Background: an optimization exercise with open tools, aiming at small area and a short achievable clock period. Do not read the settings as production practice.
Only simulation tests tie the RTL to the original design; equivalence was not proved.
Power figures rest on the tool's default switching activity, not on a simulated workload.

==> flow/design.v <==
module usim_dispatch (
    input  wire         clk,
    input  wire         rst_n,
    input  wire         cfg_we,
    input  wire [2:0]   cfg_idx,
    input  wire [16:0]  cfg_base,
    input  wire [16:0]  cfg_size,
    input  wire [3:0]   cfg_count,
    input  wire         build_start,
    output reg  [1:0]   phase,
    output reg  [1:0]   fault_code,
    output reg  [2:0]   fault_i,
    output reg  [2:0]   fault_j,
    input  wire         c_req,
    input  wire         c_we,
    input  wire [15:0]  c_addr,
    input  wire [7:0]   c_wdata,
    output reg          c_ack,
    output reg  [7:0]   c_rdata,
    output reg          m_req,
    output wire         m_we,
    output wire [15:0]  m_addr,
    output wire [7:0]   m_wdata,
    input  wire         m_ack,
    input  wire [7:0]   m_rdata,
    output reg  [7:0]   d_req,
    output wire         d_we,
    output reg  [127:0] d_off,
    output wire [7:0]   d_wdata,
    input  wire [7:0]   d_ack,
    input  wire [63:0]  d_rdata
);
    localparam NB = 8;
    localparam PH_EMPTY    = 2'd0;
    localparam PH_BUILDING = 2'd1;
    localparam PH_RUNNING  = 2'd2;
    localparam PH_DEFECT   = 2'd3;
    localparam F_RANGE   = 2'd1;
    localparam F_OVERLAP = 2'd2;
    localparam F_ZERO    = 2'd3;
    reg [16*NB-1:0] nbase_f;       
    reg [16*NB-1:0] last_f;        
    reg [3:0]  n_r;
    reg [NB-1:0] oh;        
    reg        bvalid;      
    reg        qsel;        
    integer i;
    wire idle    = phase[0] == phase[1];       
    wire bld     = phase == PH_BUILDING;
    wire running = phase == PH_RUNNING;
    wire [17:0] w_s    = {1'b1, ~(cfg_base ^ cfg_size)};
    wire [17:0] w_c    = {cfg_base | cfg_size, 1'b0};
    wire [17:0] w_last = w_s + w_c;
    wire        w_zero = cfg_size == 17'd0;
    wire        w_rng  = cfg_base[16] | w_last[17] | w_last[16];
    wire        w_bad  = w_zero | w_rng;
    wire [15:0] w_nb   = {~(cfg_base[15] | w_bad), w_bad ? ~w_zero : ~cfg_base[14], ~cfg_base[13:0]};
    wire [15:0] w_l    = {w_last[15] & ~w_bad, w_last[14:0]};
    always @(posedge clk)
        for (i = 0; i < NB; i = i + 1)
            if (rst_n && idle && cfg_we && cfg_idx == i) begin
                nbase_f[16*i +: 16] <= w_nb;
                last_f[16*i +: 16]  <= w_l;
            end
    function automatic [1:0] cout16(input [15:0] a, input [15:0] b);
        reg [15:0] g, p;
        integer s, k;
        begin
            g = a & b;
            p = a | b;
            for (s = 1; s < 16; s = s * 2)
                for (k = 0; k + s < 16; k = k + 2 * s) begin
                    g[k] = g[k + s] | (p[k + s] & g[k]);
                    p[k] = p[k + s] & p[k];
                end
            cout16 = {g[0], g[0] | p[0]};
        end
    endfunction
    reg [15:0] qx;
    always @* begin
        qx = 16'd0;
        for (i = 0; i < NB; i = i + 1)
            qx = qx | (~nbase_f[16*i +: 16] & {16{oh[i]}});
    end
    wire [15:0] x  = qsel ? qx : c_addr;
    reg [NB-1:0] ge, gt, le, en, hq;
    reg [1:0]    r;
    always @* begin
        for (i = 0; i < NB; i = i + 1) begin
            r      = cout16(x, nbase_f[16*i +: 16]);
            gt[i]  = r[1];
            ge[i]  = r[0];
            r      = cout16(last_f[16*i +: 16], ~x);
            le[i]  = r[0];
            en[i]  = n_r[3] | (i < n_r[2:0]);
            hq[i]  = ge[i] & le[i];
            d_off[i*16 +: 16] = x - ~nbase_f[16*i +: 16];
        end
    end
    wire       c_done  = ~|(oh & en);            
    wire       c_bad   = ~|(oh & hq);            
    wire [2:0] c_idx   = {|oh[7:4], |{oh[7:6], oh[3:2]}, |{oh[7], oh[5], oh[3], oh[1]}};
    reg [NB-1:0] below;
    always @*
        for (i = 0; i < NB; i = i + 1)
            below[i] = hq[i] & en[i] & (gt[i] | (|(oh >> (i + 1))));
    wire       c_cand  = |below;
    wire [2:0] c_a     = {|below[7:4], |{below[7:6], below[3:2]},
                          |{below[7], below[5], below[3], below[1]}};
    always @(posedge clk)
        if (idle)
            oh <= {{NB-1{1'b0}}, 1'b1};
        else if (bld && !c_done)
            oh <= oh << 1;
    always @(posedge clk) begin
        if (!rst_n) begin
            phase <= PH_EMPTY;
            qsel  <= 1'b0;
        end else if (idle) begin
            if (build_start) begin
                qsel   <= 1'b1;
                n_r    <= cfg_count;
                bvalid <= 1'b0;
                phase  <= PH_BUILDING;
            end
        end else if (bld) begin
            if (c_done) begin
                qsel <= 1'b0;
                if (bvalid) begin
                    phase      <= PH_DEFECT;
                    fault_code <= F_OVERLAP;
                end else begin
                    phase      <= PH_RUNNING;
                end
            end else if (c_bad) begin
                qsel       <= 1'b0;
                phase      <= PH_DEFECT;
                fault_code <= qx[14] ? F_ZERO : F_RANGE;
                fault_i    <= c_idx;
            end else begin
                if (c_cand && !(bvalid && ge[fault_j])) begin
                    bvalid  <= 1'b1;
                    fault_j <= c_idx;
                    fault_i <= c_a;
                end
            end
        end
    end
    wire [NB-1:0] hit   = hq & en;
    wire          found = |hit;
    wire          go    = running & c_req;
    always @* begin
        d_req   = hit & {NB{go}};
        m_req   = go & ~found;
        c_ack   = go & (|(hit & d_ack) | (~found & m_ack));
        c_rdata = m_rdata & {8{~found}};
        for (i = 0; i < NB; i = i + 1)
            c_rdata = c_rdata | (d_rdata[i*8 +: 8] & {8{hit[i]}});
    end
    assign m_we    = c_we;
    assign m_addr  = c_addr;
    assign m_wdata = c_wdata;
    assign d_we    = c_we;
    assign d_wdata = c_wdata;
endmodule
==> flow/flow/run.sh <==
#!/bin/bash
# Layout: the standard flow (standard.sh), with
#  - ABC mapping with flow/abc_map.script (area-oriented, timing left to the repair steps) instead of ORFS's,
#  - ABC left to map the adders itself (no half/full-adder cells),
#  - small fast port buffers (buf_1) instead of clkdlybuf4s50_1.
# Everything else, the registers included, is the standard synthesis and flow.
set -euo pipefail
export MY_ABC_SCRIPT="$PWD/flow/abc_map.script"
bash standard.sh \
    "SYNTH_SCRIPT=$PWD/flow/synth.tcl" \
    "BUFFER_PORTS_ARGS=-buffer_cell sky130_fd_sc_hd__buf_1" \
    ADDER_MAP_FILE= \
    finish > standard_flow.log 2>&1
==> flow/flow/abc_map.script <==
strash
&get -n
&st
&dch
&nf
&st
&syn2
&if -g -K 6
&synch2
&nf
&put
strash
dc2
map -a
topo
stime -p
==> flow/flow/synth.tcl <==
# The standard flow's synthesis script (synth_recipe.tcl), with ORFS's ABC script replaced
# by flow/abc_map.script (area-oriented mapping).
proc synth {args} { yosys synth -nofsm -noshare {*}$args }
proc fix_abc_script {n1 n2 op} { set ::abc_script $::env(MY_ABC_SCRIPT) }
trace add variable ::abc_script write fix_abc_script
source $::env(SCRIPTS_DIR)/synth.tcl
# left out here: clear keep_hierarchy, flatten, clean up, hide names made inside functions, write 1_2_yosys.v
==> flow/standard.sh <==
#!/bin/bash
# synth_recipe.tcl (not shown) runs the flow's synth.tcl, then flattens the netlist and writes it again
# the make line also repeats each setting of config.mk as NAME=value (left out here)
make -C /OpenROAD-flow-scripts/flow DESIGN_CONFIG=/design/flow/config.mk WORK_HOME=/design/flow/orfs CLKGATE_MAP_FILE= SYNTH_SCRIPT=/design/flow/synth_recipe.tcl "${@:-finish}"
==> flow/config.mk <==
export PLATFORM = sky130hd
export DESIGN_NAME = usim_dispatch
export DESIGN_NICKNAME = usim_dispatch
export VERILOG_FILES = /design/flow/design.v
export SDC_FILE = /design/flow/constraint.sdc
export NUM_CORES = 4
export LEC_CHECK = 0
export CAP_MARGIN = 20
export CORE_MARGIN = 2
export CORE_UTILIZATION = 60
export CTS_BUF_LIST = sky130_fd_sc_hd__clkbuf_4 sky130_fd_sc_hd__clkbuf_8
export SETUP_SLACK_MARGIN = 3.5
export SLEW_MARGIN = 20
==> flow/constraint.sdc <==
create_clock -name core_clock -period 12.0 [get_ports {clk}]
set_input_delay 2.4000 -clock core_clock [delete_from_list [all_inputs] [get_ports {clk}]]
set_output_delay 2.4000 -clock core_clock [all_outputs]
set_load 0.01 [all_outputs]
==> results of run 1 <==
metal layers:
layer | wire (um) | global-route usage (%) | up-vias
li1 | - | - | 8545
met1 | 24300 | 53.7 | 8758
met2 | 30800 | 66.5 | 1343
met3 | 8550 | 9.49 | 254
met4 | 4420 | 23.8 | 2
met5 | 19 | 0 | -
layout by cell type, fill, tap and decap left out, types with 12 or more instances in the layout:
| master | instances |
|---|---|
| a211oi_1 | 12 |
| a21oi_1 | 92 |
| a22oi_1 | 47 |
| a31oi_1 | 13 |
| buf_1 | 308 |
| buf_4 | 48 |
| clkbuf_4 | 16 |
| clkbuf_8 | 51 |
| clkinv_1 | 284 |
| clkinv_2 | 14 |
| edfxtp_1 | 269 |
| nand2_1 | 410 |
| nand3_1 | 53 |
| nand4_1 | 25 |
| nor2_1 | 430 |
| nor3_1 | 20 |
| nor4_1 | 15 |
| o211ai_1 | 16 |
| o21ai_0 | 96 |
| o221ai_1 | 45 |
| o22ai_1 | 53 |
| or2_2 | 14 |
| xnor2_1 | 45 |
| xor2_1 | 88 |
worst min-delay path, delay by kind of cell (launching register included):
kind / cells / cell delay (ns)
flip-flops: 1 / 0.36
AO/OA/AOI/OAI: 2 / 0.17
worst paths after layout:
kind | from | end | slack, ns | cells past startpoint
setup reg to reg | oh[0] | fault_i[0] | 6.03 | 22
hold reg to reg | phase[1] | phase[1] | 0.56 | 2
hold / removal | phase[1] | phase[1] | 0.56 | 2
setup / recovery | c_addr[0] | c_rdata[7] | 3.54 | 27
power breakdown:
group          leakage [nW]  total [mW]  switching (mW)  internal, mW
Clock                 0.526       0.911           0.402         0.509
Combinational          4.67        1.73            1.20         0.532
Sequential             2.52        1.16          0.0347          1.13
Total                  7.71        3.81            1.64          2.17
flip-flops by register name, indices dropped and copies added, names as in the netlist:
name,flops
n_r,4
fault_i,3
last_f,128
oh,8
phase,2
fault_j,3
fault_code,2
qsel,1
nbase_f,128
bvalid,1
final cells by class:
| type | instances | area (sq um) |
|---|---|---|
| Antenna cell | 1 | 2.50 |
| Clock buffer | 67 | 822 |
| Clock inverter | 17 | 171 |
| Fill cell | 2381 | 8410 |
| Inverter | 307 | 1250 |
| Multi-Input combinational cell | 1610 | 8580 |
| Sequential cell | 280 | 8300 |
| Tap cell | 390 | 488 |
| Timing Repair Buffer | 367 | 1610 |
what timing repair did:
action / in CTS / in global routing
hold endpoints to repair: 0 / 0
pin swaps: 3 / 18
setup buffers: 6 / 22
endpoints found under the setup margin: 37 / 17
gates cloned: 0 / 1
resized for setup: 59 / 61
cell families after synthesis:
| kind of cell | Yosys count | share of synthesized area [%] |
|---|---|---|
| AO/OA/AOI/OAI | 479 | 17.4 |
| XOR/XNOR | 133 | 6.46 |
| adder cells (fa/ha/maj) | 1 | 0.0555 |
| buffers and inverters | 341 | 7.81 |
| flip-flops | 280 | 46.0 |
| multiplexers | 1 | 0.0625 |
| AND/OR/NAND/NOR | 996 | 22.2 |
==> impl_metrics.ini, run 1 <==
[clock_tree]
ctsHoldBuffers = 0
cts_tree = built
clkTransAtPathRegs_ns = 0.07
cts-root-buf = clkbuf_8
clk_latency_ns = 0.59
cts_sinks = 280
htreeDepth = 2
clk_path_buf_depth = 3
numCtsBuffers = 47

[placed_design]
dp_cells = 2925
dp_slack_ns = 2.10
hpwl_um = 51000
placed_area_sq_um = 19700
io_buffers = 314
gp_congestion = 1.05

[grt]
grt_pass1_vias = 17100
grt-ovfl-total = 0
grt_antenna_before_repair = 2
grt_pass1_wl_um = 98200
track_usage_pct = 42.1
grt_max_degree = 34

[synthesis]
synthDistinctLibCells = 46
syn_avg_cell_area_sq_um = 8.08
yosysTopAreaCellShare_pct = 44.8
synth_edf_count = 269
async_flop_share_pct = 0
syn_area_sq_um = 18000
ys_seq_elements = 280
yosysMostFrequentCell = nor2_1
yosys_warnings = 1
syn_inst = 2231
yosysSeqAreaShare_pct = 46.0
yosysTopAreaCell = edfxtp_1
synth_common_cells = nor2_1, nand2_1, clkinv_1
synthTopCellsByArea = edfxtp_1, nor2_1, nand2_1
synthesis.nets = 2383
synth_ff_type = edfxtp_1

[critical_path]
path_buf_inv = 6
cp_max_fo = 9
path_delay_family = compound AO/OA/AOI/OAI gates
critical_path_class = input pin to primary output
cp-start-kind = input pin
cp.arrival_ns = 6.06
slowest_delay_ns = 0.32
endpoint_kind = primary output
required_ns = 9.60
slowest_stage = o31ai_2

[floorplanning]
die_h_um = 177
ioPinCount = 342
die_width_um = 177
start_util_pct = 60.8
die_area_sq_um = 31400
core_area_sq_um = 29600
rows = 63

[timing]
slew_headroom_pct = 26.8
finalSetupTns_ns = 0
finalCritPeriodShare_pct = 70.5
hold_viol_final = 0
setup_slack_ns = 3.54
drv_slew = 0
fmax_mhz = 118
tightest_slew_ns = 1.09
fin_crit_ns = 8.46
fin_skew_ns = 0.0327
grt_setup_unrepaired = yes
whs_ns = 0.562
finalSetupViolCount = 0

[routing]
antenna_left = 0
wl_um = 68100
via_per_inst = 6.22
dr.first_iter.drc_count = 2760
vias = 18900
drc = 0
wl_per_cell_um = 22.4
firstDrtPassIters = 8

[finish]
syn_to_final_growth_pct = 17.8
final_util_pct = 71.6
stdcell_count = 3039
nets = 2765
final_cell_area_sq_um = 21200
drive_gt1_share_pct = 9.18

[power]
power.density_nw_per_um2 = 179
power.total_mw = 3.81
leakagePower_nw = 7.71
vdd_drop_max_uv = 109

[status]
status = no timing/DRC/antenna violations

[flow_run]
drv_cap = 0

[worst_hold_path]
hold_path.class = flop to flop
==> run 2: changes to the inputs <==
==> flow/design.v (replaced) <==
module usim_dispatch (
    input  wire         clk,
    input  wire         rst_n,
    input  wire         cfg_we,
    input  wire [2:0]   cfg_idx,
    input  wire [16:0]  cfg_base,
    input  wire [16:0]  cfg_size,
    input  wire [3:0]   cfg_count,
    input  wire         build_start,
    output reg  [1:0]   phase,
    output reg  [1:0]   fault_code,
    output reg  [2:0]   fault_i,
    output reg  [2:0]   fault_j,
    input  wire         c_req,
    input  wire         c_we,
    input  wire [15:0]  c_addr,
    input  wire [7:0]   c_wdata,
    output reg          c_ack,
    output reg  [7:0]   c_rdata,
    output reg          m_req,
    output wire         m_we,
    output wire [15:0]  m_addr,
    output wire [7:0]   m_wdata,
    input  wire         m_ack,
    input  wire [7:0]   m_rdata,
    output reg  [7:0]   d_req,
    output wire         d_we,
    output reg  [127:0] d_off,
    output wire [7:0]   d_wdata,
    input  wire [7:0]   d_ack,
    input  wire [63:0]  d_rdata
);
    localparam NB = 8;
    localparam PH_EMPTY    = 2'd0;
    localparam PH_BUILDING = 2'd1;
    localparam PH_RUNNING  = 2'd2;
    localparam PH_DEFECT   = 2'd3;
    localparam F_RANGE   = 2'd1;
    localparam F_OVERLAP = 2'd2;
    localparam F_ZERO    = 2'd3;
    reg [15:0] base_r [0:NB-1];
    reg [15:0] last_r [0:NB-1];
    reg [3:0]  n_r;
    reg [3:0]  c;           
    reg        bvalid;      
    reg [2:0]  bb;          
    reg [2:0]  ba;          
    integer i;
    wire idle    = phase[0] == phase[1];       
    wire bld     = phase == PH_BUILDING;
    wire running = phase == PH_RUNNING;
    wire [17:0] w_last = {1'b0, cfg_base} + {1'b0, cfg_size} + 18'h3FFFF;
    wire        w_zero = cfg_size == 17'd0;
    wire        w_rng  = cfg_base[16] | w_last[17] | w_last[16];
    wire        w_bad  = w_zero | w_rng;
    wire [15:0] w_b    = {cfg_base[15:1] | {15{w_bad}}, w_zero | (~w_rng & cfg_base[0])};
    wire [15:0] w_l    = w_last[15:0] & {16{~w_bad}};
    always @(posedge clk) begin
        if (rst_n && idle && cfg_we) begin
            base_r[cfg_idx] <= w_b;
            last_r[cfg_idx] <= w_l;
        end
    end
    wire [15:0] qx = base_r[c[2:0]];
    wire [15:0] x  = bld ? qx : c_addr;
    reg [16:0]   off [0:NB-1];
    reg [NB-1:0] ge, le, eq, en, hq;
    always @* begin
        for (i = 0; i < NB; i = i + 1) begin
            off[i] = {1'b0, x} - {1'b0, base_r[i]};
            ge[i]  = ~off[i][16];
            le[i]  = x <= last_r[i];
            eq[i]  = x == base_r[i];
            en[i]  = i < n_r;
            hq[i]  = ge[i] & le[i];
            d_off[i*16 +: 16] = off[i][15:0];
        end
    end
    reg [NB-1:0] below;
    always @*
        for (i = 0; i < NB; i = i + 1)
            below[i] = hq[i] & en[i] & (~eq[i] | (i < c));
    wire       c_bad   = ~hq[c[2:0]];
    wire       c_cand  = |below;
    wire [2:0] c_a     = {|below[7:4], |{below[7:6], below[3:2]},
                          |{below[7], below[5], below[3], below[1]}};
    always @(posedge clk) begin
        if (!rst_n) begin
            phase <= PH_EMPTY;
        end else if (idle) begin
            if (build_start) begin
                n_r    <= cfg_count;
                c      <= 4'd0;
                bvalid <= 1'b0;
                phase  <= PH_BUILDING;
            end
        end else if (bld) begin
            if (c == n_r) begin
                if (bvalid) begin
                    phase      <= PH_DEFECT;
                    fault_code <= F_OVERLAP;
                    fault_i    <= ba;
                    fault_j    <= bb;
                end else begin
                    phase      <= PH_RUNNING;
                end
            end else if (c_bad) begin
                phase      <= PH_DEFECT;
                fault_code <= qx[0] ? F_ZERO : F_RANGE;
                fault_i    <= c[2:0];
            end else begin
                c <= c + 4'd1;
                if (c_cand && !(bvalid && ge[bb])) begin
                    bvalid <= 1'b1;
                    bb     <= c[2:0];
                    ba     <= c_a;
                end
            end
        end
    end
    wire [NB-1:0] hit   = hq & en;
    wire          found = |hit;
    wire          go    = running & c_req;
    always @* begin
        d_req   = hit & {NB{go}};
        m_req   = go & ~found;
        c_ack   = go & (|(hit & d_ack) | (~found & m_ack));
        c_rdata = m_rdata & {8{~found}};
        for (i = 0; i < NB; i = i + 1)
            c_rdata = c_rdata | (d_rdata[i*8 +: 8] & {8{hit[i]}});
    end
    assign m_we    = c_we;
    assign m_addr  = c_addr;
    assign m_wdata = c_wdata;
    assign d_we    = c_we;
    assign d_wdata = c_wdata;
endmodule
==> flow/run.sh (new file) <==
#!/bin/bash
# synth_recipe.tcl (not shown) runs the flow's synth.tcl, then flattens the netlist and writes it again
# the make line also repeats each setting of config.mk as NAME=value (left out here)
make -C /OpenROAD-flow-scripts/flow DESIGN_CONFIG=/design/flow/config.mk WORK_HOME=/design/flow/orfs CLKGATE_MAP_FILE= SYNTH_SCRIPT=/design/flow/synth_recipe.tcl finish
--- a/flow/config.mk
+++ b/flow/config.mk
@@ -8,6 +8,4 @@
 export CAP_MARGIN = 20
 export CORE_MARGIN = 2
-export CORE_UTILIZATION = 60
-export CTS_BUF_LIST = sky130_fd_sc_hd__clkbuf_4 sky130_fd_sc_hd__clkbuf_8
-export SETUP_SLACK_MARGIN = 3.5
+export CORE_UTILIZATION = 40
 export SLEW_MARGIN = 20
removed: flow/flow/run.sh
removed: flow/flow/abc_map.script
removed: flow/flow/synth.tcl
removed: flow/standard.sh
==> impl_metrics.ini, run 2 <==
[routing]
wl_per_cell_um = 24.1
drc = 0
via_per_inst = 5.60
wl_um = 78100
firstDrtPassIters = 5
vias = 18100
dr.first_iter.drc_count = 1370
antenna_left = 0

[placed_design]
io_buffers = 314
hpwl_um = 63400
gp_congestion = 0.903

[critical_path]
reg2regPathDepth = 14
r2r-end = bb[2]
endpoint_kind = primary output
critical_path_class = input pin to primary output
cp_max_fo = 12
setup.worst_path.start = c_addr[12]
endpoint = c_ack
rrSetupSlack_ns = 5.43
cp.arrival_ns = 7.75
cp-start-kind = input pin
required_ns = 9.60

[synthesis]
ys_seq_elements = 284
yosysTopAreaCell = edfxtp_1
syn_inst = 2210
yosys_warnings = 2
async_flop_share_pct = 0
syn_area_sq_um = 21800
yosysSeqAreaShare_pct = 38.8
synth_edf_count = 279
yosysTopAreaCellShare_pct = 38.4
syn_avg_cell_area_sq_um = 9.88
synthTopCellsByArea = edfxtp_1, ha_1, inv_1
yosysMostFrequentCell = inv_1
synth_ff_type = edfxtp_1
synthesis.nets = 2665
synth_common_cells = inv_1, ha_1, edfxtp_1
synthDistinctLibCells = 78

[floorplanning]
rows = 85
die_area_sq_um = 56500
die_width_um = 238
start_util_pct = 40.5
ioPinCount = 342
core_area_sq_um = 53900
die_h_um = 238

[finish]
top_regs = base_r x128, last_r x128
final_cell_mix = inv_1, clkdlybuf4s50_1, ha_1, edfxtp_1, a21oi_1
nets = 2977
syn_to_final_growth_pct = 22.8
fillers = 4927
drive_gt1_share_pct = 6.25
layout_commonest_cell = inv_1
antenna-diode-count = 0

[clock_tree]
cts_sinks = 284
clk_latency_ns = 0.57
numCtsBuffers = 28
ctsHoldBuffers = 0
cts_setup_buffers = 0
clk_path_buf_depth = 3
cts-root-buf = clkbuf_16
htreeDepth = 1
clkTransAtPathRegs_ns = 0.07
post_cts_resized = 0
cts_tree = built

[power]
power.density_nw_per_um2 = 311
leakagePower_nw = 11.2
vdd_drop_max_uv = 141
power.total_mw = 8.33

[worst_hold_path]
hold_path.class = flop to flop
holdCritStartpoint = bb[0]

[grt]
grt_antenna_before_repair = 0
grt-ovfl-total = 0
track_usage_pct = 27.4
grt_pass1_vias = 18700
grt_max_degree = 34
grt_pass1_wl_um = 115000

[timing]
fin_crit_ns = 10.15
finalSetupViolCount = 0
fmax_mhz = 98.5
fin_skew_ns = 0.0131
finalCritPeriodShare_pct = 84.6
finalSetupTns_ns = 0
hold_viol_final = 0
drv_slew = 0
slew_headroom_pct = 30.8
grt_setup_unrepaired = no
tightest_slew_ns = 1.02

[status]
status = no timing/DRC/antenna violations

[flow_run]
drv_cap = 0
run 2: report_power, final:
part           leakage, nW  switching [mW]  internal (mW)  total (mW)
sequential            2.67          0.0708           1.16        1.23
clock                0.474           0.396          0.564       0.960
combinational         8.03            3.42           2.71        6.13
total                 11.2            3.89           4.44        8.33
run 2: routing by layer:
layer	part of all wire, %	track usage, %
met1	39	32.2
met2	50	49.8
met3	5.9	3.21
met4	5.0	12.6
met5	0	0
run 2: critical path, stage by stage:
cell and delay [ns]:
clkdlybuf4s50_1 0.48, nor2_1 0.04, a21oi_1 0.67, buf_4 0.37, ha_1 0.16, nand4_1 0.17, or4_1 0.48, o221a_1 0.34
o221a_1 0.50, or4_4 0.63, nor4b_4 0.58, nand2_2 0.10, a41oi_2 0.22, clkdlybuf4s50_1 0.57
run 2: cell families after synthesis:
| family | after synthesis | share of synthesized area, % |
|---|---|---|
| AO/OA/AOI/OAI | 440 | 12.8 |
| adder cells (fa/ha/maj) | 303 | 17.7 |
| XOR/XNOR | 120 | 4.81 |
| AND/OR/NAND/NOR | 561 | 12.9 |
| flip-flops | 284 | 38.8 |
| buffers and inverters | 445 | 8.27 |
| multiplexers | 57 | 4.76 |
run 2: area by class of cell:
class	instances	area, sq um	share of cell area [%]
clock inverter	19	244	0.910
tap	696	871	3.25
inverter	373	1400	5.22
timing repair buffer	354	3440	12.8
multi-input combinational	1481	11600	43.3
clock buffer	33	761	2.84
sequential	284	8480	31.6
run 2: stage by stage:
step | cells | utilization (%) | area [sq um] | worst slack [ns] | hold slack, ns
global placement | 3187 | 47.8 | 25800 | 1.91 | 0.471
detailed placement | 3187 | 47.8 | 25800 | 1.84 | 0.496
floorplan | 2210 | - | 21800 | 3.58 | 0.424
finish | 3240 | 49.7 | 26800 | 1.85 | 0.505
global route | 3240 | 49.7 | 26800 | 1.38 | 0.526
CTS | 3239 | 49.7 | 26800 | 1.83 | 0.503
run 2: how the worst min path moves through the flow:
stage                             to  cells after the start  slack, ns
after floorplan                bb[2]                      0       0.42
after global placement    fault_j[0]                      0       0.47
after detailed placement  fault_j[0]                      0       0.50
after CTS                 fault_j[0]                      0       0.50
after global routing      fault_j[0]                      0       0.53
final                     fault_j[0]                      0       0.51

separate check: timing with driven ports:
No port has a modelled driver above. Below, the same layouts with a new extraction and two added sets of constraints. Step 1 sets driving cells, clkbuf_16 on the clock port and buf_2 on the other inputs (assumed; they add their load-dependent delay and slew). Step 2 adds t to the input delays and takes it off the output delays; t is the mean of the earliest and latest rising clock arrival at the registers after step 1. Input paths then give back, and output paths get back, about the clock's delay inside the block. Slacks: ideal ports / drivers / drivers and shift; pairs: ideal ports / drivers.
run	t (ns)	slack for setup (ns)	slew at the worst register clock pin (ns)
run 1	0.623	3.537 / 3.514 / 3.514	0.07 / 0.07
run 2	0.611	1.853 / 1.829 / 1.829	0.07 / 0.07
After both steps setup and hold are still met in every run listed. For run 2, which loses most, drivers alone change the setup slack by -0.024 ns; drivers and shift together by -0.024 ns.
